Source: an optimization exercise on an open RTL-to-GDS flow (aim: small area, a short achievable clock period and few clock cycles). Production flows keep margins and buffers that such runs may drop.
Function was checked by simulation only, so behaviour that the tests miss may differ from the original.

## flow/design.v (module list and top-level ports; edited modules follow where they fit)
// module pm_rom: 114 lines
// module pm_map: 226 lines
// module pm_dsteps: 23 lines
// module pm_r4steps: 31 lines
// module pm_mul: 41 lines
// module pm_div125: 29 lines
// module pitch_mapper: 573 lines
module pitch_mapper (
    input  wire        clk,
    input  wire        rst,
    input  wire        cmd_valid,
    output wire        cmd_ready,
    input  wire [63:0] cmd_data,
    output reg         rsp_valid,
    input  wire        rsp_ready,
    output wire [63:0] rsp_data,
    output wire [95:0] freq_out,     
    output reg  [2:0]  freq_set,
    output wire [47:0] duty_out,     
    output reg  [2:0]  duty_set
);
  // ...
==> flow/run.sh <==
#!/bin/bash
# synth_recipe.tcl (not shown) runs the flow's synth.tcl, then flattens the netlist and writes it again
# the make line also repeats each setting of config.mk as NAME=value (left out here)
make -C /OpenROAD-flow-scripts/flow DESIGN_CONFIG=/design/flow/config.mk WORK_HOME=/design/flow/orfs CLKGATE_MAP_FILE= SYNTH_SCRIPT=/design/flow/synth_recipe.tcl finish
==> flow/config.mk <==
export PLATFORM = sky130hd
export DESIGN_NAME = pitch_mapper
export DESIGN_NICKNAME = pitch_mapper
export VERILOG_FILES = /design/flow/design.v
export SDC_FILE = /design/flow/constraint.sdc
export NUM_CORES = 4
export LEC_CHECK = 0
export CAP_MARGIN = 20
export CORE_MARGIN = 2
export CORE_UTILIZATION = 40
export SLEW_MARGIN = 20
==> flow/constraint.sdc <==
create_clock -name core_clock -period 20.0 [get_ports {clk}]
set_input_delay 4.0000 -clock core_clock [delete_from_list [all_inputs] [get_ports {clk}]]
set_output_delay 4.0000 -clock core_clock [all_outputs]
set_load 0.01 [all_outputs]
==> run summary, run 1 <==
* Outcome: finished clean
* Inverters at 1120
* Slowest stage cell, crit path: a2111oi_0
* Yosys top cell area share at 21.0%
* Complex-gate fraction of the synthesized area at roughly a fifth
* CP endpoint: dutyr[2][15]$_SDFFCE_PN0P_
* Final Cell Area at between 100000 and 150000 µm²
* Share of post-route cells with drive strength above 1 at 6.78%
* Most common cell after layout, fill and taps aside: inv_1
* Global Route Usage Sum at between 30% and 40%
* Hold slack final at between 0.4 and 0.5 ns
* H-tree lvl count at 3
* WP buf/inv at 5
* Die Area at 243000 µm²
* #MultiIn Comb at between 8000 and 9000
* Port Buffers at 275
* Die H at a little under 500 µm
* Dpl ws at between 8 and 9 ns
* RSZ-0062 raised after global routing: no
* Clock skew at roughly 0.14 ns
* Max_cap viols at 0
* Worst hold path depth at 1
* Post-DP Area at approximately 100000 µm²
* DRT Pass-1 Iters at 10
* Tap cells at around 3200
* Worst slew pin tran at 1.31 ns
* Most numerous cell in the Yosys netlist: inv_1
* Number of synthesized flops with an enable pin at 668
* CP Capture Type: flip-flop
* Finished Layout Cells at about 14000
* First-iteration detailed-routing DRC count at between 9000 and 10000
* Critical path's top delay family: compound AO/OA/AOI/OAI gates
* Multiplexer area fraction after synthesis at under 10%
* Routability cong. at approximately 1.0
* Seq/total area at ~25%
* WL/cell at 28.3 µm
* Leading area contributor after synthesis: edfxtp_1
* FP Rows at roughly 180
* Multi-input logic area at roughly 63000 µm²
* Worst EP required at roughly 20 ns
* Placed cell count at 14300
Testbench counts, summed over its fixed seeds: cycles 23,676.
==> module pitch_mapper, before the edit <==
module pitch_mapper (
    input  wire        clk,
    input  wire        rst,
    input  wire        cmd_valid,
    output wire        cmd_ready,
    input  wire [63:0] cmd_data,
    output reg         rsp_valid,
    input  wire        rsp_ready,
    output wire [63:0] rsp_data,
    output wire [95:0] freq_out,     
    output reg  [2:0]  freq_set,
    output wire [47:0] duty_out,     
    output reg  [2:0]  duty_set
);
    localparam NE = 4;
    localparam SE = 16;
    localparam KI = 3;
    localparam NI = 4;
    localparam SI = 2 * KI * NI;
    localparam [5:0] OP_MAPQ = 6'h01, OP_MAPI = 6'h02, OP_ENVQ  = 6'h04,
                     OP_TICK = 6'h08, OP_SETP = 6'h10, OP_APPLY = 6'h11,
                     OP_RDPS = 6'h12, OP_RDPA = 6'h13, OP_RDCH  = 6'h20,
                     OP_RDCAL = 6'h21, OP_RDNOTE = 6'h22;
    localparam [1:0] ST_OK = 2'd0, ST_ILLEGAL = 2'd1, ST_BAD_CH = 2'd2, ST_BAD_IDX = 2'd3;
    localparam [2:0] PH_IDLE = 3'd0, PH_ATTACK = 3'd1, PH_DECAY = 3'd2,
                     PH_SUSTAIN = 3'd3, PH_RELEASE = 3'd4;
    localparam [15:0] GATE_TH = 16'd983;
    localparam [1:0] S_IDLE = 2'd0, S_DEC = 2'd1, S_RUN = 2'd2, S_RSP = 2'd3;
    reg [1:0] state;
    reg [2:0]  gate, offv, fvalid;
    reg [31:0] ts    [0:2];
    reg [31:0] freq  [0:2];
    reg [15:0] dutyr [0:2];
    reg [15:0] stg_ml, stg_dc, stg_at, stg_de, stg_su, stg_re;
    reg        stg_sm;
    reg [15:0] act_ml, act_dc, act_at, act_de, act_su, act_re;
    reg        act_sm;
    reg [16:0] act_atde;             
    assign freq_out = {freq[2], freq[1], freq[0]};
    assign duty_out = {dutyr[2], dutyr[1], dutyr[0]};
    assign cmd_ready = !rst && (state == S_IDLE);
    wire [5:0]  in_op = cmd_data[63:58];
    wire [1:0]  in_ch = cmd_data[57:56];
    reg  [31:0] in_ts;
    reg         in_gate;
    always @* begin
        case (in_ch)
            2'd0:    begin in_ts = ts[0]; in_gate = gate[0]; end
            2'd1:    begin in_ts = ts[1]; in_gate = gate[1]; end
            2'd2:    begin in_ts = ts[2]; in_gate = gate[2]; end
            default: begin in_ts = 32'd0; in_gate = 1'b0;   end
        endcase
    end
    wire in_tick  = (in_op == OP_TICK);
    wire in_gopen = cmd_data[47:32] >= GATE_TH;
    wire in_rise  = in_tick & in_gopen & ~in_gate;
    wire in_fall  = in_tick & ~in_gopen & in_gate;
    wire [15:0] in_e16  = (in_rise | in_fall) ? 16'd0 : (cmd_data[15:0] - in_ts[15:0]);
    wire [15:0] in_re_e = (in_rise | in_fall) ? act_re : (act_re + in_ts[15:0] - cmd_data[15:0]);
    reg [63:0] cmd_q;
    reg        a_gopen, a_rise, a_fall;
    reg [15:0] a_e16;                
    reg [15:0] a_re_e;               
    wire [5:0]  op  = cmd_q[63:58];
    wire [1:0]  ch  = cmd_q[57:56];
    wire [2:0]  sel = cmd_q[55:53];
    wire [4:0]  idx = cmd_q[52:48];
    wire [15:0] v   = cmd_q[47:32];
    wire [31:0] t   = cmd_q[31:0];
    wire nz_ch  = ch  != 2'd0;
    wire nz_sel = sel != 3'd0;
    wire nz_idx = idx != 5'd0;
    wire nz_v   = v   != 16'd0;
    wire nz_t   = t   != 32'd0;
    reg illegal;
    always @* begin
        case (op)
            OP_MAPQ, OP_MAPI: illegal = nz_sel | nz_idx | nz_t;
            OP_ENVQ:          illegal = nz_sel | nz_idx | nz_v;
            OP_TICK:          illegal = nz_sel | nz_idx;
            OP_SETP:          illegal = nz_ch | nz_idx | nz_t | (sel == 3'd7) |
                                        ((sel == 3'd2) && (v > 16'd1));
            OP_APPLY:         illegal = nz_ch | nz_sel | nz_idx | nz_v | nz_t;
            OP_RDPS, OP_RDPA: illegal = nz_ch | nz_idx | nz_v | nz_t | (sel == 3'd7);
            OP_RDCH:          illegal = nz_idx | nz_v | nz_t | (sel >= 3'd5);
            OP_RDCAL:         illegal = nz_sel | nz_v | nz_t;
            OP_RDNOTE:        illegal = nz_ch | nz_sel | nz_v | nz_t;
            default:          illegal = 1'b1;
        endcase
    end
    wire uses_ch = (op == OP_MAPQ) | (op == OP_MAPI) | (op == OP_ENVQ) |
                   (op == OP_TICK) | (op == OP_RDCH) | (op == OP_RDCAL);
    wire bad_ch  = uses_ch && (ch == 2'd3);
    wire bad_idx = ((op == OP_RDCAL) | (op == OP_RDNOTE)) && (idx >= 5'd24);
    wire [1:0] status = illegal ? ST_ILLEGAL :
                        bad_ch  ? ST_BAD_CH  :
                        bad_idx ? ST_BAD_IDX : ST_OK;
    wire is_tick = (op == OP_TICK);
    wire is_map  = (op == OP_MAPQ) | (op == OP_MAPI);
    wire is_envq = (op == OP_ENVQ);
    wire is_rd   = (op == OP_RDPS) | (op == OP_RDPA) | (op == OP_RDCH) |
                   (op == OP_RDCAL) | (op == OP_RDNOTE);
    wire [15:0] cal_val;
    wire [31:0] note_val;
    pm_rom u_rom (
        .cal_ch  (ch),
        .cal_idx (idx),
        .cal_val (cal_val),
        .note_idx(idx),
        .note_val(note_val)
    );
    wire [4:0]  m_best;
    wire [15:0] m_cal;
    wire [9:0]  m_hz;
    wire        m_bnd, m_neg_up, m_neg_dn;
    wire [12:0] m_den_up, m_den_dn;
    wire [5:0]  m_k_up, m_k_dn;
    pm_map u_map (
        .ch    (ch),
        .v     (v),
        .best  (m_best),
        .cal   (m_cal),
        .hz    (m_hz),
        .bnd   (m_bnd),
        .den_up(m_den_up),
        .neg_up(m_neg_up),
        .k_up  (m_k_up),
        .den_dn(m_den_dn),
        .neg_dn(m_neg_dn),
        .k_dn  (m_k_dn)
    );
    wire        g_now  = gate[ch];
    wire        go     = is_tick ? a_gopen : g_now;             
    wire        offv_n = a_fall | (~a_rise & offv[ch]);
    wire [31:0] ts_n   = (a_rise | a_fall) ? t : ts[ch];
    wire [31:0] e      = (a_rise | a_fall) ? 32'd0 : (t - ts[ch]);
    wire        e_hi0   = (e[31:16] == 16'd0);
    wire        e_lt_at = e_hi0 && (e[15:0] < act_at);
    wire [16:0] at_de   = act_atde;
    wire        e_lt_ad = (e[31:17] == 15'd0) && (e[16:0] < at_de);
    wire        e_lt_re = e_hi0 && (e[15:0] < act_re);
    wire [15:0] re_e    = a_re_e;
    reg [2:0]  ph_n;
    reg [15:0] ma_n, mb_n, y_n;
    always @* begin
        if (go) begin
            if (e_lt_at) begin
                ph_n = PH_ATTACK;  ma_n = act_ml; mb_n = e[15:0]; y_n = act_at;
            end else if (e_lt_ad) begin
                ph_n = PH_DECAY;   ma_n = act_ml; mb_n = 16'd1;   y_n = act_de;
            end else begin
                ph_n = PH_SUSTAIN; ma_n = act_su; mb_n = 16'd1;   y_n = 16'd1;
            end
        end else if (offv_n && e_lt_re) begin
            ph_n = PH_RELEASE; ma_n = act_su; mb_n = re_e;    y_n = act_re;
        end else begin
            ph_n = PH_IDLE;    ma_n = 16'd0;  mb_n = 16'd0;   y_n = 16'd1;
        end
    end
    wire env_zero = (ph_n != PH_DECAY) && (ma_n == 16'd0 || mb_n == 16'd0);
    reg  [15:0] y_s;
    always @* begin
        if (state == S_DEC)        y_s = go ? act_at : act_re;
        else if (es == ES_MUL)     y_s = act_de;
        else                       y_s = 16'd1;
    end
    wire [22:0] dq_n  = {y_s, 7'd0} - {6'd0, y_s, 1'b0} - {7'd0, y_s};
    wire [24:0] dq3_n = {1'b0, y_s, 8'd0} + {2'b00, y_s, 7'd0} - {6'd0, y_s, 3'd0} - {9'd0, y_s};
    wire        interp  = (op == OP_MAPI) || (is_tick && act_sm);
    wire        up      = v > m_cal;
    wire [15:0] dv_abs  = up ? (v - m_cal) : (m_cal - v);
    wire [12:0] den_sel = up ? m_den_up : m_den_dn;
    wire        neg_sel = up ? m_neg_up : m_neg_dn;
    wire [5:0]  k_sel   = up ? m_k_up : m_k_dn;
    wire        map_on  = is_map || (is_tick && go);            
    wire        int_go  = map_on && interp && !m_bnd && (den_sel != 13'd0);
    wire        deg_n   = map_on && interp && !m_bnd && (den_sel == 13'd0);
    wire        bnd_n   = map_on && interp && m_bnd;
    localparam [3:0] ES_OFF = 4'd0, ES_MUL = 4'd1, ES_MUL2 = 4'd2, ES_DIV0 = 4'd3,
                     ES_DIV = 4'd4, ES_DMUL = 4'd5, ES_DDIV = 4'd6, ES_DONE = 4'd7,
                     ES_FIX = 4'd8;
    reg [3:0]  es;
    reg [32:0] xr;                   
    reg [22:0] dq;                   
    reg [24:0] dq3;                  
    reg [22:0] er;                   
    reg [SE-1:0] eqn;                
    reg [1:0]  ecnt;
    reg [15:0] amp;
    reg [15:0] duty_r;
    reg [15:0] dsub;                 
    reg        eclamp;               
    reg [17:0] dlt;                  
    reg m_dec, m_mul, m_mul2, m_div0, m_divn;
    reg a_go;                        
    reg [15:0] mul_a, mul_b;
    always @* begin
        if (m_dec) begin
            mul_a = a_go ? act_ml : act_su;
            mul_b = a_go ? a_e16 : re_e;
        end else if (m_mul) begin
            mul_a = act_ml; mul_b = dsub;                        
        end else if (m_mul2) begin
            mul_a = act_su; mul_b = dsub;                        
        end else if (m_div0) begin
            mul_a = act_dc; mul_b = {14'd0, eqn[1:0]};
        end else if (m_divn) begin
            mul_a = act_dc; mul_b = {12'd0, eqn[3:0]};
        end else begin
            mul_a = act_dc; mul_b = 16'h3FFF;
        end
    end
    wire [32:0] mul_c = m_mul2 ? xr : m_divn ? {xr[28:0], 4'd0} : 33'd0;
    wire [32:0] mul_p;
    pm_mul u_mul (.a(mul_a), .b(mul_b), .c(mul_c), .p(mul_p));
    wire [48:0] n_full  = {xr, 16'd0} - {16'd0, xr};
    wire [45:0] n_sh    = n_full[48:3];
    wire        e_clamp = n_sh[45:16] >= {7'd0, dq};
    wire [22:0] e0_r, e0_r1;
    wire [1:0]  e0_q;
    pm_r4steps #(.W(23), .K(1)) u_e0 (
        .r_in (n_sh[SE+22:SE]),
        .nb   (n_sh[SE-1:SE-2]),
        .d    (dq),
        .d3   (dq3),
        .r_out(e0_r),
        .r_one(e0_r1),
        .q    (e0_q)
    );
    wire [22:0] e1_r, e1_r1;
    wire [3:0]  e1_q;
    pm_r4steps #(.W(23), .K(2)) u_e1 (
        .r_in (er),
        .nb   (eqn[SE-1:SE-4]),
        .d    (dq),
        .d3   (dq3),
        .r_out(e1_r),
        .r_one(e1_r1),
        .q    (e1_q)
    );
    wire          e_last = (ecnt == NE - 1);
    wire [SE-1:0] eqn_nx = e_last ? {eqn[SE-3:0], e1_q[3:2]} : {eqn[SE-5:0], e1_q};
    wire [32:0] dc33 = {17'd0, act_dc};
    wire [1:0]  lq    = (es == ES_DMUL) ? 2'b11 : e1_q[3:2];
    wire [17:0] dlt_n = (lq[1] ? {1'b0, act_dc, 1'b0} : 18'd0) + (lq[0] ? {2'b00, act_dc} : 18'd0);
    wire [32:0] pr   = {xr[30:0], 2'd0} + {15'd0, dlt};
    wire        d_clamp = pr[31:0] >= 32'd65536000;
    wire [15:0] d_mag;
    pm_div125 u_d125 (.n(pr[25:3]), .q(d_mag));
    wire [15:0] duty_w  = d_clamp ? 16'hFFFF : d_mag;
    reg [3:0]  es_nx;
    reg [15:0] amp_nx, duty_nx;
    reg        env_fin;
    always @* begin
        es_nx   = es;
        amp_nx  = amp;
        duty_nx = duty_r;
        env_fin = 1'b0;
        case (es)
            ES_MUL:  es_nx = ES_MUL2;
            ES_MUL2: es_nx = ES_DIV0;
            ES_FIX:  es_nx = ES_DIV0;
            ES_DIV0: begin
                if (e_clamp && is_tick) begin
                    amp_nx = 16'hFFFF;
                    es_nx  = ES_DMUL;
                end else begin
                    es_nx = ES_DIV;
                end
            end
            ES_DIV: begin
                if (ecnt == NE - 1) begin
                    amp_nx = eclamp ? 16'hFFFF : eqn_nx[15:0];
                    if (is_tick) es_nx = ES_DDIV;
                    else begin es_nx = ES_DONE; env_fin = 1'b1; end
                end
            end
            ES_DMUL: es_nx = ES_DDIV;
            ES_DDIV: begin duty_nx = duty_w; es_nx = ES_DONE; env_fin = 1'b1; end
            default: ;
        endcase
    end
    localparam [2:0] IS_OFF = 3'd0, IS_MUL = 3'd1, IS_DIV = 3'd2, IS_SAT = 3'd3, IS_DONE = 3'd4;
    reg [2:0]  is;
    reg [9:0]  c_hz;
    reg        c_neg;
    reg [12:0] c_den;
    reg [14:0] c_den3;
    reg [5:0]  c_k;
    reg [10:0] c_dv;
    reg [12:0] ir;
    reg [33:0] iqn;                  
    reg [1:0]  icnt;
    reg        fsat;
    wire [16:0] i_m = c_dv * c_k;    
    wire [12:0]     i1_r;
    wire [2*KI-1:0] i1_q;
    pm_r4steps #(.W(13), .K(KI)) u_i1 (
        .r_in (ir),
        .nb   (iqn[SI-1:SI-2*KI]),
        .d    (c_den),
        .d3   (c_den3),
        .r_out(i1_r),
        .q    (i1_q)
    );
    wire [34:0] i_note = {9'd0, c_hz, 16'd0};
    wire [34:0] i_r    = c_neg ? (i_note - {1'b0, iqn}) : (i_note + {1'b0, iqn});
    wire        i_lo   = i_r[34];                        
    wire        i_hi   = ~i_r[34] & (i_r[33:32] != 2'd0);
    wire [31:0] i_sat  = i_lo ? 32'd0 : i_hi ? 32'hFFFFFFFF : i_r[31:0];
    reg [2:0]  is_nx;
    reg [31:0] mapf_nx;
    reg        fsat_nx, int_fin;
    always @* begin
        is_nx   = is;
        mapf_nx = iqn[31:0];
        fsat_nx = fsat;
        int_fin = 1'b0;
        case (is)
            IS_MUL: is_nx = (c_den == 13'd1) ? IS_SAT : IS_DIV;
            IS_DIV: if (icnt == NI - 1) is_nx = IS_SAT;
            IS_SAT: begin
                mapf_nx = i_sat;
                fsat_nx = i_lo | i_hi;
                is_nx   = IS_DONE;
                int_fin = 1'b1;
            end
            default: ;
        endcase
    end
    wire env_ok = (es == ES_OFF) || (es == ES_DONE) || env_fin;
    wire int_ok = (is == IS_OFF) || (is == IS_DONE) || int_fin;
    wire finish = (state == S_RUN) && env_ok && int_ok;
    wire env_work = (is_tick || is_envq) && !env_zero;
    wire dec_done = (status != ST_OK) || !(env_work || int_go);
    reg [1:0]  r_st;
    reg [2:0]  r_ph;
    reg        r_deg, r_sat, r_bnd, r_fall, r_rise, r_gt;
    reg [4:0]  r_idx;
    reg [3:0]  r_sel;                
    reg [31:0] rd_data;
    always @* begin
        rd_data = 32'd0;
        case (op)
            OP_RDPS: case (sel)
                3'd0: rd_data = {16'd0, stg_ml};
                3'd1: rd_data = {16'd0, stg_dc};
                3'd2: rd_data = {31'd0, stg_sm};
                3'd3: rd_data = {16'd0, stg_at};
                3'd4: rd_data = {16'd0, stg_de};
                3'd5: rd_data = {16'd0, stg_su};
                3'd6: rd_data = {16'd0, stg_re};
                default: ;
            endcase
            OP_RDPA: case (sel)
                3'd0: rd_data = {16'd0, act_ml};
                3'd1: rd_data = {16'd0, act_dc};
                3'd2: rd_data = {31'd0, act_sm};
                3'd3: rd_data = {16'd0, act_at};
                3'd4: rd_data = {16'd0, act_de};
                3'd5: rd_data = {16'd0, act_su};
                3'd6: rd_data = {16'd0, act_re};
                default: ;
            endcase
            OP_RDCH: case (sel)
                3'd0: rd_data = {28'd0, fvalid[ch], offv[ch], gate[ch], gate[ch]};
                3'd1: rd_data = gate[ch] ? ts[ch] : 32'd0;
                3'd2: rd_data = offv[ch] ? ts[ch] : 32'd0;
                3'd3: rd_data = freq[ch];
                3'd4: rd_data = {16'd0, dutyr[ch]};
                default: ;
            endcase
            OP_RDCAL:  rd_data = {16'd0, cal_val};
            OP_RDNOTE: rd_data = note_val;
            default: ;
        endcase
    end
    wire [31:0] rsp_d = ({32{r_sel[0]}} & rd_data) |
                        ({32{r_sel[1]}} & {amp, dutyr[ch]}) |
                        ({32{r_sel[2]}} & {16'd0, amp}) |
                        ({32{r_sel[3]}} & iqn[31:0]);
    assign rsp_data = {op, ch, r_st, r_ph, r_deg, r_sat, r_bnd, r_fall, r_rise, r_gt,
                       r_idx, 8'd0, rsp_d};
    wire commit = (state == S_DEC && dec_done) || finish;
    wire [15:0] duty_c = (state == S_DEC) ? 16'd0 : duty_nx;
    wire [31:0] mapf_c = (state == S_DEC) ? {6'd0, m_hz, 16'd0} : mapf_nx;
    integer k;
    always @(posedge clk) begin
        m_dec  <= (state == S_IDLE) && cmd_valid;
        m_mul  <= (state == S_DEC) && (status == ST_OK) && (is_tick || is_envq) && !env_zero &&
                  (ph_n == PH_DECAY);
        m_mul2 <= (state != S_DEC) && (es == ES_MUL);
        m_div0 <= (state != S_DEC) && (es == ES_DIV0) && !(e_clamp && is_tick);
        m_divn <= (state != S_DEC) && (es == ES_DIV) && (ecnt != NE - 1);
        if (state == S_IDLE) begin
            a_go    <= in_tick ? in_gopen : in_gate;
            cmd_q   <= cmd_data;
            a_gopen <= in_gopen;
            a_rise  <= in_rise;
            a_fall  <= in_fall;
            a_e16   <= in_e16;
            a_re_e  <= in_re_e;
        end
        if (state == S_DEC) begin
            xr     <= (ph_n == PH_SUSTAIN) ? {17'd0, act_su} : mul_p;
            dsub   <= at_de[15:0] - a_e16;
            dq     <= dq_n;
            dq3    <= dq3_n;
            amp    <= 16'd0;
            duty_r <= 16'd0;
            c_hz   <= m_hz;
            c_neg  <= neg_sel;
            c_den  <= den_sel;
            c_k    <= k_sel;
            c_dv   <= dv_abs[10:0];
            iqn    <= {8'd0, m_hz, 16'd0};
            fsat   <= 1'b0;
        end else begin
            case (es)
                ES_MUL:  begin xr <= mul_p; dsub <= a_e16 - act_at; dq <= dq_n; dq3 <= dq3_n; end
                ES_FIX:  begin dq <= dq_n; dq3 <= dq3_n; end
                ES_MUL2: xr <= mul_p;
                ES_DIV0: begin
                    eclamp <= e_clamp;
                    er   <= e0_r;
                    eqn  <= {n_sh[SE-3:0], e0_q};
                    ecnt <= 2'd0;
                end
                ES_DIV: begin
                    er   <= e_last ? e1_r1 : e1_r;
                    eqn  <= eqn_nx;
                    xr   <= mul_p;
                    dlt  <= dlt_n;
                    ecnt <= ecnt + 2'd1;
                end
                ES_DMUL: begin xr <= mul_p; dlt <= dlt_n; end
                default: ;
            endcase
            amp    <= amp_nx;
            duty_r <= duty_nx;
            case (is)
                IS_MUL: begin
                    c_den3 <= {2'b00, c_den} + {1'b0, c_den, 1'b0};
                    ir     <= {4'd0, i_m[16:SI-16]};
                    iqn    <= (c_den == 13'd1) ? {1'b0, i_m, 16'd0} : {10'd0, i_m[SI-17:0], 16'd0};
                    icnt   <= 2'd0;
                end
                IS_DIV: begin
                    ir   <= i1_r;
                    iqn  <= {10'd0, iqn[SI-2*KI-1:0], i1_q};
                    icnt <= icnt + 2'd1;
                end
                IS_SAT: iqn <= {2'd0, i_sat};
                default: ;
            endcase
            fsat <= fsat_nx;
        end
        if (rst) begin
            state     <= S_IDLE;
            rsp_valid <= 1'b0;
            freq_set  <= 3'd0;
            duty_set  <= 3'd0;
            gate      <= 3'd0;
            offv      <= 3'd0;
            fvalid    <= 3'd0;
            es        <= ES_OFF;
            is        <= IS_OFF;
            for (k = 0; k < 3; k = k + 1) begin
                ts[k]    <= 32'd0;
                freq[k]  <= 32'd0;
                dutyr[k] <= 16'd0;
            end
            stg_ml <= 16'd300; stg_dc <= 16'd300; stg_sm <= 1'b0; stg_at <= 16'd0;
            stg_de <= 16'd400; stg_su <= 16'd200; stg_re <= 16'd400;
            act_ml <= 16'd300; act_dc <= 16'd300; act_sm <= 1'b0; act_at <= 16'd1;
            act_de <= 16'd400; act_su <= 16'd200; act_re <= 16'd400;
            act_atde <= 17'd401;
        end else begin
            freq_set <= 3'd0;
            duty_set <= 3'd0;
            es <= es_nx;
            is <= is_nx;
            case (state)
                S_IDLE: if (cmd_valid) state <= S_DEC;
                S_DEC: begin
                    es <= ES_OFF;
                    is <= IS_OFF;
                    r_st   <= status;
                    r_ph   <= 3'd0;
                    r_deg  <= 1'b0;
                    r_sat  <= 1'b0;
                    r_bnd  <= 1'b0;
                    r_fall <= 1'b0;
                    r_rise <= 1'b0;
                    r_gt   <= 1'b0;
                    r_idx  <= 5'd0;
                    r_sel  <= 4'd0;
                    if (status == ST_OK) begin
                        if (is_tick || is_envq) begin
                            r_ph <= ph_n;
                            if (!env_zero) es <= (ph_n == PH_DECAY) ? ES_MUL :
                                                 (ph_n == PH_SUSTAIN) ? ES_FIX : ES_DIV0;
                        end
                        if (int_go) is <= IS_MUL;
                        if (map_on) begin
                            r_deg <= deg_n;
                            r_bnd <= bnd_n;
                            r_idx <= m_best;
                        end
                        if (is_tick) begin
                            r_fall <= a_fall;
                            r_rise <= a_rise;
                            r_gt   <= go;
                        end
                        if (is_rd && ((op == OP_RDCAL) || (op == OP_RDNOTE))) r_idx <= idx;
                        r_sel <= {is_map, is_envq, is_tick, is_rd};
                        case (op)
                            OP_SETP: begin
                                case (sel)
                                    3'd0: stg_ml <= v;
                                    3'd1: stg_dc <= v;
                                    3'd2: stg_sm <= v[0];
                                    3'd3: stg_at <= v;
                                    3'd4: stg_de <= v;
                                    3'd5: stg_su <= v;
                                    3'd6: stg_re <= v;
                                    default: ;
                                endcase
                            end
                            OP_APPLY: begin
                                act_ml <= stg_ml;
                                act_dc <= stg_dc;
                                act_sm <= stg_sm;
                                act_su <= stg_su;
                                act_at <= (stg_at == 16'd0) ? 16'd1 : stg_at;
                                act_de <= (stg_de == 16'd0) ? 16'd1 : stg_de;
                                act_re <= (stg_re == 16'd0) ? 16'd1 : stg_re;
                                act_atde <= {1'b0, (stg_at == 16'd0) ? 16'd1 : stg_at} +
                                            {1'b0, (stg_de == 16'd0) ? 16'd1 : stg_de};
                            end
                            default: ;
                        endcase
                    end
                    state <= dec_done ? S_RSP : S_RUN;
                end
                S_RUN: if (finish) begin
                    r_sat <= fsat_nx;
                    state <= S_RSP;
                end
                S_RSP: begin
                    if (rsp_ready) state <= S_IDLE;
                end
                default: state <= S_IDLE;
            endcase
            if (commit) begin
                rsp_valid <= 1'b1;
                if (is_tick && status == ST_OK) begin
                    gate[ch]     <= go;
                    offv[ch]     <= offv_n;
                    ts[ch]       <= ts_n;
                    dutyr[ch]    <= duty_c;
                    duty_set[ch] <= 1'b1;
                    if (go) begin
                        freq[ch]     <= mapf_c;
                        fvalid[ch]   <= 1'b1;
                        freq_set[ch] <= 1'b1;
                    end
                end
            end
            if (state == S_RSP && rsp_ready) rsp_valid <= 1'b0;
        end
    end
endmodule
==> run 2: changes to the inputs <==
--- a/flow/design.v
+++ b/flow/design.v
@@ -595,7 +595,22 @@
     );
-    wire        g_now  = gate[ch];
+    reg  [31:0] ts_ch, freq_ch;
+    reg  [15:0] duty_ch;
+    reg         gate_ch, offv_ch, fvalid_ch;
+    always @* begin
+        case (ch)
+            2'd0:    begin ts_ch = ts[0]; freq_ch = freq[0]; duty_ch = dutyr[0];
+                           gate_ch = gate[0]; offv_ch = offv[0]; fvalid_ch = fvalid[0]; end
+            2'd1:    begin ts_ch = ts[1]; freq_ch = freq[1]; duty_ch = dutyr[1];
+                           gate_ch = gate[1]; offv_ch = offv[1]; fvalid_ch = fvalid[1]; end
+            2'd2:    begin ts_ch = ts[2]; freq_ch = freq[2]; duty_ch = dutyr[2];
+                           gate_ch = gate[2]; offv_ch = offv[2]; fvalid_ch = fvalid[2]; end
+            default: begin ts_ch = 32'd0; freq_ch = 32'd0; duty_ch = 16'd0;
+                           gate_ch = 1'b0; offv_ch = 1'b0; fvalid_ch = 1'b0; end
+        endcase
+    end
+    wire        g_now  = gate_ch;
     wire        go     = is_tick ? a_gopen : g_now;             
-    wire        offv_n = a_fall | (~a_rise & offv[ch]);
-    wire [31:0] ts_n   = (a_rise | a_fall) ? t : ts[ch];
-    wire [31:0] e      = (a_rise | a_fall) ? 32'd0 : (t - ts[ch]);
+    wire        offv_n = a_fall | (~a_rise & offv_ch);
+    wire [31:0] ts_n   = (a_rise | a_fall) ? t : ts_ch;
+    wire [31:0] e      = (a_rise | a_fall) ? 32'd0 : (t - ts_ch);
     wire        e_hi0   = (e[31:16] == 16'd0);
@@ -829,7 +844,7 @@
             OP_RDCH: case (sel)
-                3'd0: rd_data = {28'd0, fvalid[ch], offv[ch], gate[ch], gate[ch]};
-                3'd1: rd_data = gate[ch] ? ts[ch] : 32'd0;
-                3'd2: rd_data = offv[ch] ? ts[ch] : 32'd0;
-                3'd3: rd_data = freq[ch];
-                3'd4: rd_data = {16'd0, dutyr[ch]};
+                3'd0: rd_data = {28'd0, fvalid_ch, offv_ch, gate_ch, gate_ch};
+                3'd1: rd_data = gate_ch ? ts_ch : 32'd0;
+                3'd2: rd_data = offv_ch ? ts_ch : 32'd0;
+                3'd3: rd_data = freq_ch;
+                3'd4: rd_data = {16'd0, duty_ch};
                 default: ;
@@ -842,3 +857,3 @@
     wire [31:0] rsp_d = ({32{r_sel[0]}} & rd_data) |
-                        ({32{r_sel[1]}} & {amp, dutyr[ch]}) |
+                        ({32{r_sel[1]}} & {amp, duty_ch}) |
                         ({32{r_sel[2]}} & {16'd0, amp}) |
@@ -1021,11 +1036,15 @@
                 if (is_tick && status == ST_OK) begin
-                    gate[ch]     <= go;
-                    offv[ch]     <= offv_n;
-                    ts[ch]       <= ts_n;
-                    dutyr[ch]    <= duty_c;
-                    duty_set[ch] <= 1'b1;
-                    if (go) begin
-                        freq[ch]     <= mapf_c;
-                        fvalid[ch]   <= 1'b1;
-                        freq_set[ch] <= 1'b1;
+                    for (k = 0; k < 3; k = k + 1) begin
+                        if (ch == k) begin
+                            gate[k]     <= go;
+                            offv[k]     <= offv_n;
+                            ts[k]       <= ts_n;
+                            dutyr[k]    <= duty_c;
+                            duty_set[k] <= 1'b1;
+                            if (go) begin
+                                freq[k]     <= mapf_c;
+                                fvalid[k]   <= 1'b1;
+                                freq_set[k] <= 1'b1;
+                            end
+                        end
                     end
==> run summary, run 2 <==
* Vias at 89800 (was 87900)
* Area contributors post-synth: ha_1 (13%), dfxtp_1 (12%), edfxtp_1 (11%), fa_1 (9.5%), nand2_1 (5.0%) (was edfxtp_1 (21%), ha_1 (12%), fa_1 (9.2%), dfxtp_1 (6.8%), inv_1 (4.4%))
* Register area share after synthesis at 23.5% (was 27.7%)
* Commonest cells post-synth: nand2_1 (1242), inv_1 (1052), nor2_1 (990) (was inv_1 (1112), nand2_1 (1056), nor2_1 (1050))
* WL/cell at 29.0 µm (was 28.3 µm)
* Post-DP Area at 98900 µm² (was 103000 µm²)
* Most common cell after layout, fill and taps aside: nand2_1 (was inv_1)
* Clock skew at 0.106 ns (was 0.138 ns)
* First-pass GRT wire length at 608000 µm (was 588000 µm)
* Largest registers: freq (96), ts (96), cmd_q (64) (was freq (128), ts (128))
* Num CTS Buffers at 110 (was 113)
* First-iteration detailed-routing DRC count at 9927 (was 9923)
* Routability cong. at 1.08 (was 1.02)
* RR Startpoint: dq[1]$_DFFE_PP_ (was xr[0]$_DFFE_PP_)
* Adder-cell share of the synthesized area at 22.1% (was 21.4%)
* # IOs at 284 (unchanged)
* Port Buffers at 275 (unchanged)
* CTS tree: done (unchanged)
* # clock sinks at 909 (was 991)
* Mapped Cells at 11400 (was 11000)
* FP Rows at 176 (was 179)
* Placed cell count at 14400 (was 14300)
* Register bit total from synthesis at 909 (was 991)
* Most numerous cell in the Yosys netlist: nand2_1 (was inv_1)
* Distinct cells, synth at 111 (was 125)
* Setup TNS at 0 ns (unchanged)
* Most frequent cell on the critical path: o21ai_0 (was fa_1)
* Share of post-route cells with drive strength above 1 at 5.98% (was 6.78%)
* Final Hold Vio Count at 0 (unchanged)
* Post-CTS Setup Inserts at 0 (unchanged)
* F_max at 94.7 MHz (was 88.0 MHz)
* Yosys warning count at 10 (was 7)
* Hold Crit Start: stg_dc[3]$_SDFFE_PP1P_ (was offv[1]$_SDFFE_PP0N_)
* Critical path's top delay family: compound AO/OA/AOI/OAI gates (unchanged)
* # DRC at 0 (unchanged)
* Vias per cell at 6.14 (was 6.07)
* Total length of routed wires at 424000 µm (was 409000 µm)
* Insertion delay to the later sink of the worst-skew pair at 0.86 ns (was 0.89 ns)
* Filler cell count at 22700 (was 23200)
* Number of global-route vias before repair at 86900 (was 85800)
* CP Capture Type: flip-flop (unchanged)
* HPWL Detailed at 338000 µm (was 323000 µm)
* Die width at 485 µm (was 493 µm)
* Largest family of logic cells by synthesized area: adder cells (unchanged)
* Complex-gate fraction of the synthesized area at 21.2% (was 18.7%)
* Finished Layout Cells at 14600 (was 14500)
* Max Root-Sink Buffers at 3 (unchanged)
* Slowest stage cell, crit path: a211oi_1 (was a2111oi_0)
* Core area at 230000 µm² (was 238000 µm²)
* Min cycle time layout at 10.56 ns (was 11.37 ns)
* Dominant synthesized flop cell: dfxtp_1 (was edfxtp_1)
* Die H at 485 µm (was 493 µm)
* Worst EP required at 20.54 ns (was 20.49 ns)
* Largest net degree at the start of global routing at 149 (was 91)
* Setup violations, final at 0 (unchanged)
* Outcome: finished clean (unchanged)
* Root Driver: clkbuf_16 (unchanged)
* Effective utilization at floorplan at 40.2% (about the same)
* Synth Area in XOR/XNOR at 4.33% (was 4.17%)
* # resized after CTS at 0 (unchanged)
* Post-route clock period utilization at 52.8% (was 56.8%)
* ANT nets after route at 0 (unchanged)
* CP Class: flip-flop to flip-flop (unchanged)
* Grt ovf at 0 (unchanged)
* Area growth syn-to-layout at 11.5% (was 11.4%)
* Leading area contributor after synthesis: ha_1 (was edfxtp_1)
* RSZ-0062 raised after global routing: no (unchanged)
* H-tree lvl count at 3 (unchanged)
* Startpoint Class: flip-flop (unchanged)
* Initial antenna violation count at 24 (was 29)
* Worst-path clk slew at 0.06 ns (about the same)
* Final Cell Area at 103000 µm² (was 107000 µm²)
* Hold WC Path Type: flip-flop to flip-flop (unchanged)
* Hold endpoint: act_dc[3]$_SDFFE_PP1P_ (was offv[1]$_SDFFE_PP0N_)
* Slew Viols, Final at 0 (unchanged)
* Worst slew pin tran at 1.22 ns (was 1.31 ns)
* Hold slack final at 0.431 ns (was 0.463 ns)
* Register-to-register setup slack at 9.44 ns (was 8.63 ns)
* Async set or reset register ratio after synthesis at 0% (unchanged)
* Global Route Usage Sum at 35.0% (was 32.7%)
* Yosys top cell area share at 12.6% (was 21.0%)
* Arrival time worst endpoint at 11.10 ns (was 11.86 ns)
* Worst hold path depth at 2 (was 1)
* Most frequent cells in the layout: nand2_1 (1240), inv_1 (1052), nor2_1 (980) (was inv_1 (1108), nand2_1 (1055), nor2_1 (1041))
* Die Area at 235000 µm² (was 243000 µm²)
* Synthesized area per cell at 8.10 µm² (was 8.69 µm²)
* WP buf/inv at 3 (was 5)
* Cts hold-fix bufs at 0 (unchanged)
* Max_cap viols at 0 (unchanged)
* Relative slew slack at 18.1% (was 12.1%)
* Mapped cell area at 92400 µm² (was 95700 µm²)
* Number of synthesized flops with an enable pin at 348 (was 668)
* Reg2Reg Capture Point: er[22]$_DFFE_PP_ (was dutyr[2][15]$_SDFFCE_PN0P_)
* DRT Pass-1 Iters at 7 (was 10)
* Post-Synth Simple-Gate Area at 17.9% (was 17.4%)
* Nets at 12900 (was 12600)
* Multiplexer area fraction after synthesis at 4.03% (was 3.85%)
* Worst Reg-to-Reg Cells at 35 (was 39)
* Critical Path Fanout Max at 21 (was 7)
* CP peak stage delay at 0.99 ns (was 0.64 ns)
==> run 2: cell count changes in the layout (fill, tap and decap cells not counted), sizes merged, moves of 80 or more <==
cell / previous run / this run
conb: 88 / 8
nor2: 1083 / 990
mux2i: 154 / 329
mux4: 80 / 0
nand2: 1057 / 1242
edfxtp: 668 / 348
o21ai: 583 / 788
dfxtp: 323 / 561
==> run 2: worst max-delay path by stage <==
stage	cells after the start	endpoint	slack, ns	startpoint
6_report	35	er[22]$_DFFE_PP_	9.44	dq[1]$_DFFE_PP_
3_3_place_gp	33	dutyr[1][15]$_SDFFE_PP0P_	9.73	xr[1]$_DFFE_PP_
2_1_floorplan	4	cmd_ready	11.07	rst
3_5_place_dp	37	dutyr[1][15]$_SDFFE_PP0P_	9.64	xr[0]$_DFFE_PP_
4_1_cts	35	er[22]$_DFFE_PP_	9.56	dq[1]$_DFFE_PP_
5_1_grt	35	er[22]$_DFFE_PP_	8.85	dq[1]$_DFFE_PP_
==> run 2: layout make-up <==
class | instances | area [µm²] | share of cell area, %
Multi-Input combinational cell | 8858 | 64700 | 62.9
Clock inverter | 65 | 774 | 0.752
Sequential cell | 909 | 21700 | 21.1
Inverter | 1057 | 3980 | 3.86
Antenna cell | 18 | 45.0 | 0.0438
Tap cell | 3026 | 3790 | 3.68
Timing Repair Buffer | 534 | 4770 | 4.63
Clock buffer | 145 | 3160 | 3.07
==> run 2: kinds of logic (layout without fill, tap and decap cells) <==
kind of cell               Yosys count  after routing
DFF                                909            909
other                                1             26
AOI/OAI and AO/OA                 3064           3064
buffers and inverters             1641           1801
xor gates and xnor gates           457            457
and+or+nand+nor                   3593           3593
muxes                              367            367
adders and majority gates         1369           1369
==> run 2: stage by stage <==
step / setup slack (ns) / util (%)
floorplan: 11.07 / -
global placement: 9.73 / 43.0
detailed placement: 9.64 / 43.1
CTS: 9.56 / 44.8
global route: 8.85 / 44.8
finish: 9.44 / 44.8
==> run 2: worst reg2reg max path, delay by kind of cell, from the launching register on <==
kind	cells	cell delay, ns
fa+ha+maj	2	0.72
flops	1	0.42
compound gates	24	6.81
simple gates	6	1.37
buf+inv	3	0.97
==> run 2: routing by layer <==
metal | track usage (%) | share of wire, % | wire length (µm)
met5 | 0 | 0.0068 | 29
met4 | 16.6 | 5.4 | 23000
met3 | 8.36 | 9.4 | 39700
met2 | 53.7 | 43 | 184000
met1 | 46.2 | 42 | 177000
Testbench counts of run 2, summed over its fixed seeds: cycles 23,676.
==> run 3: changes to the inputs <==
--- a/flow/design.v
+++ b/flow/design.v
@@ -856,4 +856,5 @@
     end
-    wire [31:0] rsp_d = ({32{r_sel[0]}} & rd_data) |
-                        ({32{r_sel[1]}} & {amp, duty_ch}) |
+    reg  [31:0] r_rd;                
+    wire [31:0] rsp_d = ({32{r_sel[0]}} & r_rd) |
+                        ({32{r_sel[1]}} & {amp, duty_r}) |
                         ({32{r_sel[2]}} & {16'd0, amp}) |
@@ -976,2 +977,3 @@
                     r_sel  <= 4'd0;
+                    r_rd   <= rd_data;
                     if (status == ST_OK) begin
==> run summary, run 3 <==
* Outcome: finished clean (unchanged)
* # IOs at 284 (unchanged)
* Commonest cells post-synth: nand2_1 (1249), inv_1 (1179), nor2_1 (975) (was nand2_1 (1242), inv_1 (1052), nor2_1 (990))
* Worst hold path depth at 2 (unchanged)
* WL/cell at 27.4 µm (was 29.0 µm)
* Core area at 235000 µm² (was 230000 µm²)
* Max Root-Sink Buffers at 3 (unchanged)
* Total length of routed wires at 409000 µm (was 424000 µm)
* Distinct cells, synth at 108 (was 111)
* Clock skew at 0.0731 ns (was 0.106 ns)
* Dominant synthesized flop cell: dfxtp_1 (unchanged)
* Slowest stage cell, crit path: a2111oi_1 (was a211oi_1)
* Register bit total from synthesis at 941 (was 909)
* Final Cell Area at 105000 µm² (was 103000 µm²)
* Hold endpoint: fvalid[0]$_SDFFE_PP0P_ (was act_dc[3]$_SDFFE_PP1P_)
* Vias at 91000 (was 89800)
* Critical Path Fanout Max at 7 (was 21)
* Post-DP Area at 101000 µm² (was 98900 µm²)
* Largest net degree at the start of global routing at 92 (was 149)
* First-iteration detailed-routing DRC count at 9368 (was 9927)
* Leading area contributor after synthesis: ha_1 (unchanged)
* Hold WC Path Type: flip-flop to flip-flop (unchanged)
* Async set or reset register ratio after synthesis at 0% (unchanged)
* WP buf/inv at 3 (unchanged)
* Number of synthesized flops with an enable pin at 380 (was 348)
* Routability cong. at 1.05 (was 1.08)
* Final Hold Vio Count at 0 (unchanged)
* Vias per cell at 6.10 (was 6.14)
* Hold slack final at 0.460 ns (was 0.431 ns)
* Effective utilization at floorplan at 40.2% (about the same)
* Critical path's top delay family: compound AO/OA/AOI/OAI gates (unchanged)
* Startpoint Class: flip-flop (unchanged)
* Register area share after synthesis at 24.0% (was 23.5%)
* Nets at 13100 (was 12900)
* Min cycle time layout at 10.95 ns (was 10.56 ns)
* Worst EP required at 20.75 ns (was 20.54 ns)
* Cts hold-fix bufs at 0 (unchanged)
* DRT Pass-1 Iters at 12 (was 7)
* Most common cell after layout, fill and taps aside: nand2_1 (unchanged)
* Area contributors post-synth: ha_1 (12%), edfxtp_1 (12%), dfxtp_1 (12%), fa_1 (9.3%), nand2_1 (5.0%) (was ha_1 (13%), dfxtp_1 (12%), edfxtp_1 (11%), fa_1 (9.5%), nand2_1 (5.0%))
* Most numerous cell in the Yosys netlist: nand2_1 (unchanged)
* Yosys top cell area share at 12.3% (was 12.6%)
* Number of global-route vias before repair at 87900 (was 86900)
* Initial antenna violation count at 23 (was 24)
* Worst Reg-to-Reg Cells at 35 (unchanged)
* Area growth syn-to-layout at 11.0% (was 11.5%)
* # resized after CTS at 0 (unchanged)
* Num CTS Buffers at 110 (unchanged)
* F_max at 91.3 MHz (was 94.7 MHz)
* Reg2Reg Capture Point: dutyr[0][15]$_SDFFE_PP0P_ (was er[22]$_DFFE_PP_)
* Largest registers: freq (96), ts (96), cmd_q (64) (unchanged)
* RR Startpoint: xr[0]$_DFFE_PP_ (was dq[1]$_DFFE_PP_)
* Global Route Usage Sum at 33.1% (was 35.0%)
* Share of post-route cells with drive strength above 1 at 5.59% (was 5.98%)
* Die width at 490 µm (was 485 µm)
* Relative slew slack at 15.3% (was 18.1%)
* Die Area at 240000 µm² (was 235000 µm²)
* Most frequent cell on the critical path: a21oi_1 (was o21ai_0)
* Mapped Cells at 11600 (was 11400)
* Hold Crit Start: fvalid[0]$_SDFFE_PP0P_ (was stg_dc[3]$_SDFFE_PP1P_)
* CP Class: flip-flop to flip-flop (unchanged)
* Setup TNS at 0 ns (unchanged)
* Slew Viols, Final at 0 (unchanged)
* Max_cap viols at 0 (unchanged)
* FP Rows at 178 (was 176)
* Synthesized area per cell at 8.11 µm² (was 8.10 µm²)
* H-tree lvl count at 3 (unchanged)
* CP Capture Type: flip-flop (unchanged)
* First-pass GRT wire length at 594000 µm (was 608000 µm)
* Worst-path clk slew at 0.07 ns (was 0.06 ns)
* ANT nets after route at 0 (unchanged)
* # DRC at 0 (unchanged)
* Most frequent cells in the layout: nand2_1 (1247), inv_1 (1177), nor2_1 (968) (was nand2_1 (1240), inv_1 (1052), nor2_1 (980))
* Port Buffers at 275 (unchanged)
* Die H at 490 µm (was 485 µm)
* RSZ-0062 raised after global routing: no (unchanged)
* Setup violations, final at 0 (unchanged)
* Filler cell count at 23400 (was 22700)
* CP startpoint: xr[0]$_DFFE_PP_ (was dq[1]$_DFFE_PP_)
* Post-route clock period utilization at 54.7% (was 52.8%)
* Yosys warning count at 10 (unchanged)
* Worst slew pin tran at 1.26 ns (was 1.22 ns)
* HPWL Detailed at 322000 µm (was 338000 µm)
* # clock sinks at 941 (was 909)
* CTS tree: done (unchanged)
* CP peak stage delay at 0.97 ns (was 0.99 ns)
* Post-CTS Setup Inserts at 0 (unchanged)
* Arrival time worst endpoint at 11.70 ns (was 11.10 ns)
* Mapped cell area at 94400 µm² (was 92400 µm²)
* Grt ovf at 0 (unchanged)
* Register-to-register setup slack at 9.05 ns (was 9.44 ns)
* Root Driver: clkbuf_16 (unchanged)
* Insertion delay to the later sink of the worst-skew pair at 0.83 ns (was 0.86 ns)
run 3: cell type report:
type | count | area [µm²] | share of cell area (%)
clock inverters | 57 | 672 | 0.641
diodes | 7 | 17.5 | 0.0167
clock buffers | 151 | 3190 | 3.04
inverters | 1188 | 4460 | 4.26
well taps | 3150 | 3940 | 3.76
multi-input cells | 8917 | 65300 | 62.3
repair buffers | 510 | 4560 | 4.35
flip-flops and latches | 941 | 22600 | 21.6
run 3: layer usage:
metal / up-vias / global-route usage [%] / part of all wire [%]
met5: - / 0 / 0.0088
met4: 6 / 15.3 / 5.0
met2: 4265 / 51.5 / 44
met1: 44700 / 44.5 / 43
met3: 811 / 6.12 / 8.6
li1: 41200 / - / -
run 3: cell families after synthesis:
logic type / after synthesis / synth area share [%]
compound gates: 3162 / 21.7
xor+xnor: 444 / 4.12
fa+ha+maj: 1369 / 21.7
buf+inv: 1790 / 7.32
flops: 941 / 24.0
mux: 330 / 3.55
other cells: 1 / 0.00397
simple gates: 3604 / 17.7
run 3: worst max path at each step:
stage,endpoint,slack (ns),cells past startpoint
after floorplan,dutyr[0][15]$_SDFFE_PP0P_,10.99,35
after global placement,dutyr[0][15]$_SDFFE_PP0P_,8.81,35
after detailed placement,dutyr[0][15]$_SDFFE_PP0P_,9.17,35
after CTS,dutyr[0][15]$_SDFFE_PP0P_,9.15,35
after global routing,dutyr[2][15]$_SDFFE_PP0P_,8.36,35
final,dutyr[0][15]$_SDFFE_PP0P_,9.05,35
run 3: stage by stage:
stage          setup WS, ns  util [%]  instances
3_3_place_gp           8.81      42.9      14700
2_1_floorplan         10.99         -      11600
5_1_grt                8.36      44.6      14900
3_5_place_dp           9.17      42.9      14700
4_1_cts                9.15      44.6      14900
6_report               9.05      44.6      14900
run 3: worst min-delay path, cell delays in order (launching register included):
cell	delay (ns)
dfxtp_1	0.31
inv_1	0.05
a21oi_1	0.05
Testbench counts of run 3, summed over its fixed seeds: cycles 23,676.
==> run 4: changes to the inputs <==
--- a/flow/design.v
+++ b/flow/design.v
@@ -464,2 +464,57 @@
 endmodule
+module pm_div125x (
+    input  wire [28:0] n1,
+    input  wire [14:0] n2,
+    output wire [15:0] q,
+    output wire        sat
+);
+    wire [53:0] x = {25'd0, n1};
+    wire [53:0] y = {39'd0, n2};
+    wire [53:0] r [0:16];
+    assign r[0]  = ~x;
+    assign r[1]  = ~(x << 4);
+    assign r[2]  = ~(x << 16);
+    assign r[3]  = x << 7;
+    assign r[4]  = x << 9;
+    assign r[5]  = x << 12;
+    assign r[6]  = x << 18;
+    assign r[7]  = x << 23;
+    assign r[8]  = ~y;
+    assign r[9]  = ~(y << 4);
+    assign r[10] = ~(y << 16);
+    assign r[11] = y << 7;
+    assign r[12] = y << 9;
+    assign r[13] = y << 12;
+    assign r[14] = y << 18;
+    assign r[15] = y << 23;
+    assign r[16] = 54'd6;
+    function [107:0] csa;
+        input [53:0] a, b, c;
+        csa = {((a & b) | (a & c) | (b & c)) << 1, a ^ b ^ c};
+    endfunction
+    wire [53:0] a0, b0, a1, b1, a2, b2, a3, b3, a4, b4;
+    assign {b0, a0} = csa(r[0], r[1], r[2]);
+    assign {b1, a1} = csa(r[3], r[4], r[5]);
+    assign {b2, a2} = csa(r[6], r[7], r[16]);
+    assign {b3, a3} = csa(r[8], r[9], r[10]);
+    assign {b4, a4} = csa(r[11], r[12], r[13]);
+    wire [53:0] c0, d0, c1, d1, c2, d2, c3, d3;
+    assign {d0, c0} = csa(a0, b0, a1);
+    assign {d1, c1} = csa(b1, a2, b2);
+    assign {d2, c2} = csa(a3, b3, a4);
+    assign {d3, c3} = csa(b4, r[14], r[15]);
+    wire [53:0] e0, f0, e1, f1;
+    assign {f0, e0} = csa(c0, d0, c1);
+    assign {f1, e1} = csa(d1, c2, d2);
+    wire [53:0] g0, h0, g1, h1;
+    assign {h0, g0} = csa(e0, f0, e1);
+    assign {h1, g1} = csa(f1, c3, d3);
+    wire [53:0] i0, j0;
+    assign {j0, i0} = csa(g0, h0, g1);
+    wire [53:0] k0, l0;
+    assign {l0, k0} = csa(i0, j0, h1);
+    wire [53:0] sm = k0 + l0;
+    assign q   = sm[45:30];
+    assign sat = |sm[53:46];
+endmodule
 module pitch_mapper (
@@ -517,2 +572,19 @@
     end
+    wire [2:0]  in_c1 = {in_ch == 2'd2, in_ch == 2'd1, in_ch == 2'd0};
+    reg  [16:0] in_d16;
+    reg  [15:0] in_re_d;
+    integer c;
+    always @* begin
+        in_d16  = 17'd0;
+        in_re_d = 16'd0;
+        for (c = 0; c < 3; c = c + 1) begin : chs
+            reg [16:0] d16;
+            reg [15:0] rets, red;
+            d16  = {1'b0, cmd_data[15:0]} - {1'b0, ts[c][15:0]};
+            rets = act_re + ts[c][15:0];
+            red  = rets - cmd_data[15:0];
+            in_d16  = in_d16  | ({17{in_c1[c]}} & d16);
+            in_re_d = in_re_d | ({16{in_c1[c]}} & red);
+        end
+    end
     wire in_tick  = (in_op == OP_TICK);
@@ -521,4 +593,4 @@
     wire in_fall  = in_tick & ~in_gopen & in_gate;
-    wire [15:0] in_e16  = (in_rise | in_fall) ? 16'd0 : (cmd_data[15:0] - in_ts[15:0]);
-    wire [15:0] in_re_e = (in_rise | in_fall) ? act_re : (act_re + in_ts[15:0] - cmd_data[15:0]);
+    wire [15:0] in_e16  = (in_rise | in_fall) ? 16'd0 : in_d16[15:0];
+    wire [15:0] in_re_e = (in_rise | in_fall) ? act_re : in_re_d;
     reg [63:0] cmd_q;
@@ -638,3 +710,4 @@
     end
-    wire env_zero = (ph_n != PH_DECAY) && (ma_n == 16'd0 || mb_n == 16'd0);
+    wire e_lt_re_f = e_lt_re;
+    wire env_zero  = go ? a_rise : !(offv_n && e_lt_re_f);
     reg  [15:0] y_s;
@@ -724,6 +797,6 @@
     wire [17:0] dlt_n = (lq[1] ? {1'b0, act_dc, 1'b0} : 18'd0) + (lq[0] ? {2'b00, act_dc} : 18'd0);
-    wire [32:0] pr   = {xr[30:0], 2'd0} + {15'd0, dlt};
-    wire        d_clamp = pr[31:0] >= 32'd65536000;
+    wire [17:0] dlt4 = dlt + {15'd0, xr[0], 2'd0};
+    wire        d_clamp;
     wire [15:0] d_mag;
-    pm_div125 u_d125 (.n(pr[25:3]), .q(d_mag));
+    pm_div125x u_d125 (.n1(xr[29:1]), .n2(dlt4[17:3]), .q(d_mag), .sat(d_clamp));
     wire [15:0] duty_w  = d_clamp ? 16'hFFFF : d_mag;
@@ -856,5 +929,4 @@
     end
-    reg  [31:0] r_rd;                
-    wire [31:0] rsp_d = ({32{r_sel[0]}} & r_rd) |
-                        ({32{r_sel[1]}} & {amp, duty_r}) |
+    wire [31:0] rsp_d = ({32{r_sel[0]}} & rd_data) |
+                        ({32{r_sel[1]}} & {amp, duty_ch}) |
                         ({32{r_sel[2]}} & {16'd0, amp}) |
@@ -977,3 +1049,2 @@
                     r_sel  <= 4'd0;
-                    r_rd   <= rd_data;
                     if (status == ST_OK) begin
==> run summary, run 4 <==
* Outcome: finished clean (unchanged)
* Core Util, Final at 44.7% (was 44.6%)
* # resized after CTS at 0 (unchanged)
* Worst-path clk slew at 0.05 ns (was 0.07 ns)
* Setup violations, final at 0 (unchanged)
* CP Class: flip-flop to output pin (was flip-flop to flip-flop)
* Largest net degree at the start of global routing at 108 (was 92)
* F_max at 92.8 MHz (was 91.3 MHz)
* # IOs at 284 (unchanged)
* Post-Synth Simple-Gate Area at 16.4% (was 17.7%)
* Distinct cells, synth at 112 (was 108)
* Vias per cell at 6.07 (was 6.10)
* First-iteration detailed-routing DRC count at 10900 (was 9368)
* Worst slew pin tran at 1.20 ns (was 1.26 ns)
* Filler cell count at 24600 (was 23400)
* Post-CTS Setup Inserts at 0 (unchanged)
* Yosys top cell area share at 13.6% (was 12.3%)
* Die Area at 254000 µm² (was 240000 µm²)
* Adder-cell share of the synthesized area at 26.6% (was 21.7%)
* Multiplexer area fraction after synthesis at 2.54% (was 3.55%)
* Dominant synthesized flop cell: dfxtp_1 (unchanged)
* Yosys warning count at 10 (unchanged)
* Core area at 249000 µm² (was 235000 µm²)
* ANT nets after route at 0 (unchanged)
* Synth Area in XOR/XNOR at 4.54% (was 4.12%)
* Number of synthesized flops with an enable pin at 348 (was 380)
* Die H at 504 µm (was 490 µm)
* Dpl ws at 9.17 ns (about the same)
* Initial antenna violation count at 34 (was 23)
* Most numerous cell in the Yosys netlist: inv_1 (was nand2_1)
* Global Route Usage Sum at 33.6% (was 33.1%)
* # clock sinks at 909 (was 941)
* Async set or reset register ratio after synthesis at 0% (unchanged)
* H-tree lvl count at 3 (unchanged)
* Relative slew slack at 20.3% (was 15.3%)
* Mapped Cells at 12100 (was 11600)
* FP Rows at 183 (was 178)
* # DRC at 0 (unchanged)
* DRT Pass-1 Iters at 7 (was 12)
* Routability cong. at 1.02 (was 1.05)
* Min cycle time layout at 10.78 ns (was 10.95 ns)
* Grt ovf at 0 (unchanged)
* Area contributors post-synth: ha_1 (14%), fa_1 (13%), dfxtp_1 (11%), edfxtp_1 (10%), inv_1 (5.1%) (was ha_1 (12%), edfxtp_1 (12%), dfxtp_1 (12%), fa_1 (9.3%), nand2_1 (5.0%))
* Final Hold Vio Count at 0 (unchanged)
* Die width at 504 µm (was 490 µm)
* Insertion delay to the later sink of the worst-skew pair at 0.81 ns (was 0.83 ns)
* Commonest cells post-synth: inv_1 (1369), nand2_1 (1162), ha_1 (1089) (was nand2_1 (1249), inv_1 (1179), nor2_1 (975))
* Critical Path Fanout Max at 70 (was 7)
* Num CTS Buffers at 110 (unchanged)
* Most frequent cells in the layout: inv_1 (1368), nand2_1 (1160), ha_1 (1087) (was nand2_1 (1247), inv_1 (1177), nor2_1 (968))
* Arrival time worst endpoint at 6.78 ns (was 11.70 ns)
* WL/cell at 28.3 µm (was 27.4 µm)
* CTS tree: done (unchanged)
* HPWL Detailed at 351000 µm (was 322000 µm)
* Complex-gate fraction of the synthesized area at 20.8% (was 21.7%)
* Nets at 14000 (was 13100)
* Max Root-Sink Buffers at 3 (unchanged)
* Setup ws final at 9.22 ns (was 9.05 ns)
* Slew Viols, Final at 0 (unchanged)
* CP Capture Type: output pin (was flip-flop)
* Number of global-route vias before repair at 92400 (was 87900)
* First-pass GRT wire length at 639000 µm (was 594000 µm)
* Most common cell after layout, fill and taps aside: inv_1 (was nand2_1)
* Clock skew at 0.0829 ns (was 0.0731 ns)
* Root Driver: clkbuf_16 (unchanged)
* Share of post-route cells with drive strength above 1 at 5.36% (was 5.59%)
* Startpoint Class: flip-flop (unchanged)
* Setup TNS at 0 ns (unchanged)
* Area growth syn-to-layout at 11.2% (was 11.0%)
* Post-route clock period utilization at 53.9% (was 54.7%)
* Hold WC Path Type: flip-flop to flip-flop (unchanged)
* Register bit total from synthesis at 909 (was 941)
* Port Buffers at 275 (unchanged)
* Worst EP required at 16.00 ns (was 20.75 ns)
* Register area share after synthesis at 21.7% (was 24.0%)
* Largest family of logic cells by synthesized area: adder cells (was compound AO/OA/AOI/OAI gates)
* Vias at 95100 (was 91000)
* Total length of routed wires at 443000 µm (was 409000 µm)
* Max_cap viols at 0 (unchanged)
* Largest registers: freq (96), ts (96), cmd_q (64) (unchanged)
* Cts hold-fix bufs at 0 (unchanged)
* Leading area contributor after synthesis: ha_1 (unchanged)
* RSZ-0062 raised after global routing: no (unchanged)
* Mapped cell area at 100000 µm² (was 94400 µm²)
* Synthesized area per cell at 8.25 µm² (was 8.11 µm²)
* Effective utilization at floorplan at 40.2% (about the same)
run 4: cell types whose count changed in the layout (fill, tap and decap cells not counted), moves of 58 or more:
cell     change
a21oi_1     -71
nand3_1     +90
fa_1       +210
o32ai_1     -81
inv_1      +191
mux2i_1     -83
xnor2_1     +65
nand2_1     -87
ha_1       +161
nand4_1     -58
run 4: final cells by class:
type                            count  area [µm²]  share of cell area (%)
Antenna cell                       24        60.1                  0.0540
Clock buffer                      153        3240                    2.91
Clock inverter                     57         723                   0.650
Inverter                         1374        5160                    4.65
Multi-Input combinational cell   9281       71400                    64.2
Sequential cell                   909       21700                    19.5
Tap cell                         3330        4170                    3.75
Timing Repair Buffer              535        4730                    4.25
run 4: critical path, cell delays in order, from the launching register on:
cell and delay (ns):
edfxtp_1 0.39, buf_12 0.38, nor2b_4 0.81, buf_4 0.71, o2bb2ai_1 0.38, nand2_1 0.08, o21ai_0 0.12, nand2b_2 0.21
buf_4 0.30, o22ai_1 0.67, a22oi_1 0.22, o21ai_0 0.87, clkdlybuf4s50_1 0.71
run 4: per-stage QoR:
stage / instance area (µm²) / instances / hold slack, ns
finish: 111000 / 15700 / 0.457
CTS: 111000 / 15600 / 0.460
detailed placement: 107000 / 15400 / 0.452
global placement: 107000 / 15400 / 0.446
floorplan: 100000 / 12100 / 0.440
global route: 111000 / 15700 / 0.474
run 4: per-layer routing:
metal	track usage, %	routed length, µm	vias to the layer above
met5	0	66	-
met4	18.8	29100	10
met3	5.87	37900	947
met2	52.2	195000	4847
met1	44.1	181000	46700
li1	-	-	42600
run 4: path summary, 6_finish.rpt:
check,start,end,slack (ns),cells past startpoint
max,cmd_q[57]$_DFFE_PP_,rsp_data[21],9.22,12
min,ts[0][16]$_SDFFE_PP0P_,ts[0][16]$_SDFFE_PP0P_,0.46,2
max reg2reg,xr[0]$_DFFE_PP_,dutyr[2][15]$_SDFFE_PP0P_,9.26,34
min reg2reg,ts[0][16]$_SDFFE_PP0P_,ts[0][16]$_SDFFE_PP0P_,0.46,2
run 4: cell families (layout without fill, tap and decap cells):
logic type,count (synthesis),in the layout
XOR/XNOR,518,518
adder cells (fa/ha/maj),1739,1739
AND/OR/NAND/NOR,3552,3552
other,1,32
buffers and inverters,1940,2119
AO/OA/AOI/OAI,3216,3216
flip-flops,909,909
multiplexers,248,248
Testbench counts of run 4, summed over its fixed seeds: cycles 23,676.

-- what the ideal ports hide --
No port has a modelled driver above. Below, the same layouts with a new extraction and two added sets of constraints.
Step 1 (the two cells are an assumption about what drives the block):
set clk [get_ports {clk}]
set_driving_cell -lib_cell sky130_fd_sc_hd__clkbuf_16 $clk
set_driving_cell -lib_cell sky130_fd_sc_hd__buf_2 [delete_from_list [all_inputs] $clk]
Step 2 adds t to the input delays and takes it off the output delays; t is the mean of the earliest and latest rising clock arrival at the registers after step 1. Input paths then give back, and output paths get back, about the clock's delay inside the block.
a / b / c = ideal / step 1 / step 2; a / b = the first two.
run	shift t [ns]	setup WS [ns]	worst hold slack (ns)	worst setup path at the end	pins driven straight from the clock port
run 1	0.914	8.631 / 8.631 / 8.631	0.463 / 0.463 / 0.463	register to register	1
run 2	0.901	9.440 / 9.440 / 9.440	0.431 / 0.431 / 0.431	register to register	1
run 3	0.891	9.050 / 9.050 / 9.050	0.460 / 0.460 / 0.460	register to register	1
run 4	0.869	9.220 / 9.117 / 9.256	0.457 / 0.457 / 0.457	register to register	1
After both steps setup and hold are still met in every run listed.
